What follows belongs to an exercise in optimizing a design on an open flow for small area, a short achievable clock period and few clock cycles; a production flow would make more cautious choices. Only simulation tests tie the RTL to the original design; equivalence was not proved. Power and IR drop assume default switching activity.

==> flow/design.v (excerpt) <==
module simproc_core (
    input  wire        clk,
    input  wire        rst,           
    input  wire        has_words,     
    output wire        mem_en,
    output wire        mem_we,
    output wire [14:0] mem_addr,
    output wire [15:0] mem_wdata,
    input  wire [15:0] mem_rdata,
    output reg         halted,
    output reg         faulted,
    output reg  [2:0]  fault_cause,
    output wire [15:0] fault_value,
    output reg  [15:0] pc,
    output reg  [11:0] cycle_count,
    output wire        warn_valid,
    output wire [1:0]  warn_kind,
    output wire [15:0] warn_value,
    input  wire [2:0]  dbg_sel,
    output wire [15:0] dbg_data
);
Settings: LEC_CHECK=0, CAP_MARGIN=20, CORE_MARGIN=2, CORE_UTILIZATION=40, PLACE_DENSITY=0.6, SETUP_SLACK_MARGIN=3.5, SLEW_MARGIN=20; clock period 10.0 ns.
standard.sh (not shown) runs the stock make flow with config.mk's settings and CLKGATE_MAP_FILE= SYNTH_SCRIPT=/design/flow/synth_recipe.tcl, a recipe that flattens the netlist after the stock synthesis.
==> flow/flow/run.sh <==
#!/bin/bash
# The standard layout, with every port buffered by a sky130_fd_sc_hd__buf_1
# (the standard flow lets the resizer pick the port buffer, and it picks a
# delay cell); timing repair then resizes the port buffers that need it.
set -euo pipefail
export BUFFER_PORTS_ARGS="-buffer_cell sky130_fd_sc_hd__buf_1"
bash standard.sh > standard.log 2>&1
The starting point finished with timing, DRC and antenna clean.
Testbench counts at the start, summed over its fixed seeds: cycles 245,060.
Next try:
SETUP_SLACK_MARGIN = 3.7   (was 3.5)
Outcome: The changed run finished clean; utilization went up by 0.62 points; worst hold slack improves by 0.012 ns; cell area went up slightly; routed wire length went up slightly; sequential power is about the same; final cell count went up slightly; power went up slightly; synthesized cell count is unchanged.


simproc_core, a different RTL version from the one above (not shown whole).
Size in the first run: about 2700 cells after synthesis, roughly 220 flip-flops, roughly 19000 um2 of cells after synthesis.
==> flow/design.v (excerpt) <==
module simproc_core (
    input  wire        clk,
    input  wire        rst,           
    input  wire        has_words,     
    output wire        mem_en,
    output wire        mem_we,
    output wire [14:0] mem_addr,
    output wire [15:0] mem_wdata,
    input  wire [15:0] mem_rdata,
    output reg         halted,
    output reg         faulted,
    output reg  [2:0]  fault_cause,
    output wire [15:0] fault_value,
    output reg  [15:0] pc,
    output reg  [11:0] cycle_count,
    output wire        warn_valid,
    output wire [1:0]  warn_kind,
    output wire [15:0] warn_value,
    input  wire [2:0]  dbg_sel,
    output wire [15:0] dbg_data
);
Settings: LEC_CHECK=0, ABC_AREA=1, CAP_MARGIN=20, CORE_MARGIN=2, CORE_UTILIZATION=40, PLACE_DENSITY=0.6, SETUP_SLACK_MARGIN=4.0, SLEW_MARGIN=20; clock period 10.0 ns.
==> flow/flow/run.sh <==
#!/bin/bash
# The standard layout, with two changes:
# - every port is buffered by a sky130_fd_sc_hd__buf_1 (the standard flow lets
#   the resizer pick the port buffer, and it picks a delay cell); timing
#   repair then resizes the port buffers that need it;
# - clock tree synthesis inserts no dummy loads.
set -euo pipefail
export BUFFER_PORTS_ARGS="-buffer_cell sky130_fd_sc_hd__buf_1"
export CTS_ARGS="-sink_clustering_enable -repair_clock_nets -dont_use_dummy_load"
bash standard.sh > standard.log 2>&1
The first run produced a clean layout.
Testbench counts at the start, summed over its fixed seeds: cycles 245,060.
Change:
- ABC_AREA: 1 -> not set
- SETUP_SLACK_MARGIN: 4.0 -> 3.8
The new run produced a clean layout.
Setup slack is worse by 0.22 ns.
Critical path depth falls by 6.
Routed wire length goes down by 6.3%.
Cell area came out higher by 0.89%.
Combinational power falls by 20%.
First-iteration DRC count is higher by 6.0%.
Change:
- ABC_AREA: not set -> 1
- CTS_CLUSTER_DIAMETER: not set -> 100
- CTS_CLUSTER_SIZE: not set -> 20
Worst hold slack degrades by 0.0073 ns.
Count of clock-buffer cells in the layout stays the same.
Die area climbs by 0.40%.
Non-clock buffer count fell by 62.
Design area went down by 2.6%.
Sequential power went up by about 7%.
Change:
--- a/flow/flow/run.sh
+++ b/flow/flow/run.sh
@@ -5,6 +5,7 @@
 #   repair then resizes the port buffers that need it;
-# - clock tree synthesis inserts no dummy loads.
+# - clock tree synthesis inserts no dummy loads, and clusters up to 20 sinks
+#   within 100 um per leaf buffer.
 set -euo pipefail
 export BUFFER_PORTS_ARGS="-buffer_cell sky130_fd_sc_hd__buf_1"
-export CTS_ARGS="-sink_clustering_enable -repair_clock_nets -dont_use_dummy_load"
+export CTS_ARGS="-sink_clustering_enable -repair_clock_nets -dont_use_dummy_load -sink_clustering_size 20 -sink_clustering_max_diameter 100"
 bash standard.sh > standard.log 2>&1
- CTS_CLUSTER_DIAMETER: 100 -> not set
- CTS_CLUSTER_SIZE: 20 -> not set
Area after synthesis does not change.
Design area drops slightly.
Die area does not change.
Worst hold slack degrades by 0.0073 ns.
Final cell count barely changes.
Count of clock-buffer cells in the layout came out lower by 11.
Routed wire length is lower slightly.
Utilization fell by 0.59 points.


Setup of fjord:
simproc_core with an RTL version that a note above also has.
For scale: roughly 2300 cells after synthesis, roughly 220 flip-flops, roughly 140 I/O pins, ~20000 um2 of cells after synthesis.
clock: 10.0 ns
lec_check: 0
cap_margin: 20
core_margin: 2
core_utilization: 40
place_density: 0.6
setup_slack_margin: 3.2
slew_margin: 20
==> flow/flow/run.sh <==
#!/bin/bash
# The standard layout, with every port buffered by a sky130_fd_sc_hd__buf_1
# (the standard flow lets the resizer pick the port buffer, and it picks a
# delay cell); timing repair then resizes the port buffers that need it.
set -euo pipefail
export BUFFER_PORTS_ARGS="-buffer_cell sky130_fd_sc_hd__buf_1"
bash standard.sh > standard.log 2>&1
Testbench counts of fjord, summed over its fixed seeds: cycles 245,060.
The inputs of amber differ from those of fjord as listed below.
- swapping 3.2 for 3.8 in SETUP_SLACK_MARGIN
Notes after the runs:
- Re maximum fanout along the worst path: amber and fjord aren't equal, and the higher value belongs to amber.
- amber vs. fjord: number of global-route vias before repair rose by about 0.54%; clock group share of total power fell by 0.8 points; worst-case setup margin in the final layout rose by 640 ps; worst hold slack rose by 11 ps; share of the final layout cell area in sequential cells fell by 0.54 points.
- [compare] base=fjord new=amber: post-layout instance area increased 430 um2, via count rose by about 0.65%.
> inputs changed (amber -> yarrow)
- CTS_CLUSTER_SIZE now 25, previously not set
- SETUP_SLACK_MARGIN now 4, was 3.8
- CTS_CLUSTER_DIAMETER now 100, previously not set
- CTS_BUF_LIST now sky130_fd_sc_hd__clkbuf_16, previously not set
==> flow/run.sh (new file) <==
#!/bin/bash
# synth_recipe.tcl (not shown) runs the flow's synth.tcl, then flattens the netlist and writes it again
# the make line also repeats each setting of config.mk as NAME=value (left out here)
make -C /OpenROAD-flow-scripts/flow DESIGN_CONFIG=/design/flow/config.mk WORK_HOME=/design/flow/orfs CLKGATE_MAP_FILE= SYNTH_SCRIPT=/design/flow/synth_recipe.tcl finish
removed: flow/flow/run.sh
removed: flow/standard.sh
==> run notes <==
yarrow: layout cell share with drive strength beyond 1 7.4 points above amber. yarrow: non-clock buffer count 127 above amber. | number of cells on the critical path | higher: amber |. Core utilization: yarrow higher than amber. As far as total setup violations reported at the end of the flow goes, amber and yarrow are indistinguishable; the numbers are identical. yarrow vs amber, highest net fanout along the worst path went down by 15. For final cell area excluding filler cells, dividing the value from amber by the value from yarrow gives 0.909. yarrow ends up with a final setup slack of the worst path that is 12 ps higher than in amber. Die outline width: amber vs yarrow identical. Changes observed in yarrow relative to amber: area growth from synthesis to final layout picked up an extra 11 points; filler cell count in the final layout now sits lower.
diff inputs: yarrow => willow
- SETUP_SLACK_MARGIN now 3.9, was 4
- CTS_BUF_LIST no longer set, was sky130_fd_sc_hd__clkbuf_16
- CTS_CLUSTER_SIZE no longer set, was 25
- CTS_CLUSTER_DIAMETER no longer set, was 100
==> flow/flow/run.sh (new file) <==
#!/bin/bash
# The standard layout, with every port buffered by a sky130_fd_sc_hd__buf_1
# (the standard flow lets the resizer pick the port buffer, and it picks a
# delay cell); timing repair then resizes the port buffers that need it.
set -euo pipefail
export BUFFER_PORTS_ARGS="-buffer_cell sky130_fd_sc_hd__buf_1"
bash standard.sh > standard.log 2>&1
==> flow/standard.sh (new file) <==
#!/bin/bash
# synth_recipe.tcl (not shown) runs the flow's synth.tcl, then flattens the netlist and writes it again
# the make line also repeats each setting of config.mk as NAME=value (left out here)
make -C /OpenROAD-flow-scripts/flow DESIGN_CONFIG=/design/flow/config.mk WORK_HOME=/design/flow/orfs CLKGATE_MAP_FILE= SYNTH_SCRIPT=/design/flow/synth_recipe.tcl "${@:-finish}"
removed: flow/run.sh
Changes observed in willow relative to yarrow: worst max-slew margin expressed relative to the limit moved down; footprint of the flip-flops and latches level. Longest individual stage delay on the worst path in willow is 100 ps lower than in yarrow. Between yarrow and willow, post-CTS setup buffer count is lower for willow, yarrow comes in above that.
Relative to willow, the following input files were edited for ember:
- a change of SETUP_SLACK_MARGIN from 3.9 to 3.8
==> flow/flow/run.sh <==
#!/bin/bash
# The standard layout, with two changes:
# - every port is buffered by a sky130_fd_sc_hd__buf_1 (the standard flow lets
#   the resizer pick the port buffer, and it picks a delay cell); timing
#   repair then resizes the port buffers that need it;
# - clock tree synthesis inserts no dummy loads.
set -euo pipefail
export BUFFER_PORTS_ARGS="-buffer_cell sky130_fd_sc_hd__buf_1"
export CTS_ARGS="-sink_clustering_enable -repair_clock_nets -dont_use_dummy_load"
bash standard.sh > standard.log 2>&1
Results
- The number of clock-tree buffers in the layout reported for ember is smaller than that of willow by about 22%.
- On ember: clock skew is 48 ps higher than what willow gave.
- When ember is measured against willow, its clock distribution area overhead in the final layout turns out 0.71 points lower.
- Worst-case headroom to the max-slew limit down 7.0 points in ember wrt willow
- As of ember, total clock network power had fallen by more than 10% compared to willow.
Here is what was changed in the inputs of xenon compared with ember.
- a change of SETUP_SLACK_MARGIN from 3.8 to 4
==> flow/flow/run.sh <==
#!/bin/bash
# The standard layout, with every port buffered by a sky130_fd_sc_hd__buf_1
# (the standard flow lets the resizer pick the port buffer, and it picks a
# delay cell); timing repair then resizes the port buffers that need it.
set -euo pipefail
export BUFFER_PORTS_ARGS="-buffer_cell sky130_fd_sc_hd__buf_1"
bash standard.sh > standard.log 2>&1
==> run notes <==
[compare] base=ember new=xenon: final worst hold slack shows an increase of 11 ps, sequential share of cell area fell 1.3 points, met2 global-route usage has remained practically unchanged, setup slack at placement decreased by 56 ps relative to the old numbers.
xenon drops more vias than ember.
ember → xenon: initial antenna violation count went up by 2; clock period minus final worst setup slack went down by 23 ps.
Total cell area at the placement stage (xenon vs. ember) increases slightly
In terms of insertion delay to the later sink of the worst-skew pair, xenon and ember differ only marginally.
Taking xenon over ember, the area of all placed cells without fillers ratio works out to 1.05.

afterwards: timing with drivers on the ports:
The flow's constraints put no driver on any port. The routed layouts listed below were extracted and timed again, unchanged, in two steps.
Step 1: set_driving_cell puts a clkbuf_16 on clk and a buf_2 on each other input, an assumption about the parent block.
Step 2 moves the port delays by t, midway between the first and last clock arrival at a register: inputs arrive t later, outputs are due t later. That takes back most of the time a late clock gives input paths.
Slacks: ideal / step 1 / step 2; pairs: ideal / step 1.
| run | shift t [ns] | setup slack, ns | latest minus earliest clock arrival (ns) |
|---|---|---|---|
| the first run of note 1 | 0.625 | 3.488 / 3.458 / 2.962 | 0.018 / 0.018 |
| the second run of note 1 | 0.617 | 3.685 / 3.689 / 3.090 | 0.015 / 0.015 |
| the first run of note 2 | 0.623 | 3.987 / 3.914 / 3.556 | 0.044 / 0.044 |
| the second run of note 2 | 0.619 | 3.766 / 3.745 / 3.294 | 0.077 / 0.077 |
| the third run of note 2 | 0.627 | 3.794 / 3.701 / 3.380 | 0.040 / 0.040 |
| the fourth run of note 2 | 0.576 | 3.771 / 3.729 / 3.502 | 0.064 / 0.064 |
| fjord | 0.637 | 3.227 / 3.200 / 2.692 | 0.017 / 0.017 |
| amber | 0.645 | 3.871 / 3.838 / 3.255 | 0.030 / 0.030 |
| yarrow | 0.581 | 3.883 / 3.817 / 3.372 | 0.043 / 0.044 |
| willow | 0.636 | 3.895 / 3.865 / 3.336 | 0.018 / 0.018 |
| ember | 0.625 | 3.874 / 3.840 / 3.387 | 0.066 / 0.066 |
| xenon | 0.645 | 3.897 / 3.856 / 3.336 | 0.021 / 0.021 |
After both steps every run listed still meets setup and hold. For amber, which loses most, drivers alone change the setup slack by -0.033 ns; drivers and shift together by -0.616 ns.
